What follows belongs to an exercise in optimizing a design on an open flow for small area, a short achievable clock period and few clock cycles; a production flow would make more cautious choices.
At most, simulation tests tie the RTL to the original design; equivalence was not proved.
No activity file was given, so power comes from the tool's default toggle rates.

// bhx_stream
module bhx_stream (
    input  wire        clk,
    input  wire        rst,
    input  wire        start,
    input  wire [2:0]  op,
    input  wire [23:0] len,
    input  wire [23:0] base,
    input  wire [23:0] cap,
    output wire        busy,
    input  wire        in_valid,
    input  wire [7:0]  in_data,
    output wire        in_ready,
    output wire        out_valid,
    output wire [7:0]  out_data,
    input  wire        out_ready,
    output reg         done,
    output reg  [4:0]  err_code,
    output wire [2:0]  err_stage,
    output reg  [23:0] err_pos,
    output wire [7:0]  err_detail,
    output reg  [23:0] out_len
);
Size in the first run: ~1300 cells after synthesis.
export LEC_CHECK = 0
export ABC_CLOCK_PERIOD_IN_PS = 2500
export CAP_MARGIN = 20
export CORE_MARGIN = 2
export CORE_UTILIZATION = 55
export PLACE_DENSITY = 0.75
export SETUP_SLACK_MARGIN = 2.45
export SLEW_MARGIN = 20
create_clock -name core_clock -period 5.0 [get_ports {clk}]
standard.sh (not shown) runs the stock make flow with config.mk's settings and CLKGATE_MAP_FILE= SYNTH_SCRIPT=/design/flow/synth_recipe.tcl, a recipe that flattens the netlist after the stock synthesis.
==> flow/flow/run.sh <==
#!/bin/bash
# Standard layout, with every input and output port buffered by the
# platform's smallest buffer (buf_1) instead of the default delay-cell buffer.
set -euo pipefail
export BUFFER_PORTS_ARGS="-buffer_cell sky130_fd_sc_hd__buf_1"
bash standard.sh > flow.log 2>&1
Testbench counts at the start, summed over its fixed seeds: cycles 137,032.
Edit:
SETUP_SLACK_MARGIN = 2.3   (was 2.45)
What happened: The changed run passed the timing, DRC and antenna checks. Routed wire length increases by 1.3%. Synthesized cell count is unchanged. Synthesized area does not change. Sequential power stays flat. Clock skew barely changes. Combinational power decreases by about 3%. Maximum frequency decreases by 3.8%. Clock-buffer cell count increases by 1. Power increases by 0.42%. Via count stays flat.
Edit:
CTS_CLUSTER_DIAMETER = 100   (was default)
CTS_CLUSTER_SIZE = 30   (was default)
=>
- sequential share of layout area does not change
- combinational power barely changes
- non-clock buffer count stays the same
- power stays the same
- hold slack stays the same
- final cell count stays the same
- flip-flop and latch count stays the same
- setup slack is unchanged
- cell area does not change
- via count stays the same
- sequential power barely changes


bhx_stream, a different RTL version from the one above (not shown whole).
Size in the first run: ~1300 cells after synthesis, about 200 flip-flops, roughly 160 I/O pins, roughly 12000 um2 of cells after synthesis.
clock: 5.0 ns
lec_check: 0
abc_clock_period_in_ps: 2500
cap_margin: 20
core_margin: 2
core_utilization: 40
place_density: 0.6
setup_slack_margin: 2.3
slew_margin: 20
Scripts as last shown in full above: flow/flow/run.sh
Next try:
- ABC_CLOCK_PERIOD_IN_PS: 2500 -> 2300
- SETUP_SLACK_MARGIN: 2.3 -> 2.5
After rerunning:
- The new run ran to the end with no violations
- cell area rose by 3.7%
- routed wire length rose by about 2.8%
- die area does not change
- combinational power rose by 7.5%
- via count rose by about 2%
- fmax fell by about 0.8%
No functional check of the RTL was part of any run of this note.


## the previous run
Another version of the RTL of bhx_stream (not shown whole).
Size: ~13,000 um^2 of cells after synthesis.
==> flow/design.v (excerpt) <==
module bhx_stream (
    input  wire        clk,
    input  wire        rst,
    input  wire        start,
    input  wire [2:0]  op,
    input  wire [23:0] len,
    input  wire [23:0] base,
    input  wire [23:0] cap,
    output wire        busy,
    input  wire        in_valid,
    input  wire [7:0]  in_data,
    output wire        in_ready,
    output wire        out_valid,
    output wire [7:0]  out_data,
    input  wire        out_ready,
    output reg         done,
    output reg  [4:0]  err_code,
    output wire [2:0]  err_stage,
    output reg  [23:0] err_pos,
    output wire [7:0]  err_detail,
    output reg  [23:0] out_len
);
Settings: LEC_CHECK=0, ABC_CLOCK_PERIOD_IN_PS=2500, CAP_MARGIN=20, CORE_MARGIN=2, CORE_UTILIZATION=40, PLACE_DENSITY=0.6, SETUP_SLACK_MARGIN=2.0, SLEW_MARGIN=20; clock period 5.0 ns.
run.sh (not shown) runs the stock make flow with config.mk's settings and CLKGATE_MAP_FILE= SYNTH_SCRIPT=/design/flow/synth_recipe.tcl, a recipe that flattens the netlist after the stock synthesis.
Stock flow here: none of the scripts above is used.
The previous run did not stop at any stage, and its layout met the timing, DRC and antenna checks.
What the current run does differently from the previous run at the input level:
Settings: SETUP_SLACK_MARGIN now 2.6, was 2.0.
Notes after the runs:
Going from the previous run to the current run, worst setup slack shrinks by 0.071 ns.
In the tables for the previous run and the current run, worst path arrival time reads higher with the current run.
On cell total after placement: the current run sits below the previous run.
| met3 routed wirelength | the current run vs the previous run | about 11% higher |
[compare] base=the previous run new=the current run: total net switching power rose by about 6%; routed wire length rose by 10%; number of gates given a new drive strength after cts rose by about 270%; share of synthesized cell area in full adder, half adder and majority cells stayed essentially flat; share of the clock period used by the worst path rose by 1.4 points.
Delta(number of nets in the finished design, the current run - the previous run) > 0
Multi-input logic area: the previous run and the current run compared, lower one is the previous run
No functional check of the RTL was part of any run of this note.

## afterwards: timing with drivers on the ports
The flow's constraints put no driver on any port. The routed layouts listed below were extracted and timed again, unchanged, in two steps.
Step 1: set_driving_cell puts a clkbuf_16 on clk and a buf_2 on each other input, an assumption about the parent block.
Step 2 moves the port delays by t, midway between the first and last clock arrival at a register: inputs arrive t later, outputs are due t later. That takes back most of the time a late clock gives input paths.
a / b / c = ideal ports / drivers / drivers and shift; a / b = the first two.
run | t (ns) | slack for setup (ns) | worst data-port slew with drivers (ns)
the first run of note 1 | 0.491 | 2.464 / 2.467 / 1.976 | 0.08
the second run of note 1 | 0.493 | 2.363 / 2.313 / 1.875 | 0.06
the third run of note 1 | 0.493 | 2.363 / 2.313 / 1.875 | 0.06
the first run of note 2 | 0.492 | 2.224 / 2.218 / 1.726 | 0.08
the second run of note 2 | 0.490 | 2.203 / 2.199 / 1.708 | 0.08
the previous run | 0.510 | 1.992 / 1.994 / 1.485 | 0.07
the current run | 0.492 | 1.921 / 1.921 / 1.494 | 0.06
After both steps every run listed still meets setup and hold. The setup slack of the previous run, which loses most, moves by +0.002 ns with the drivers and by -0.507 ns with both steps.
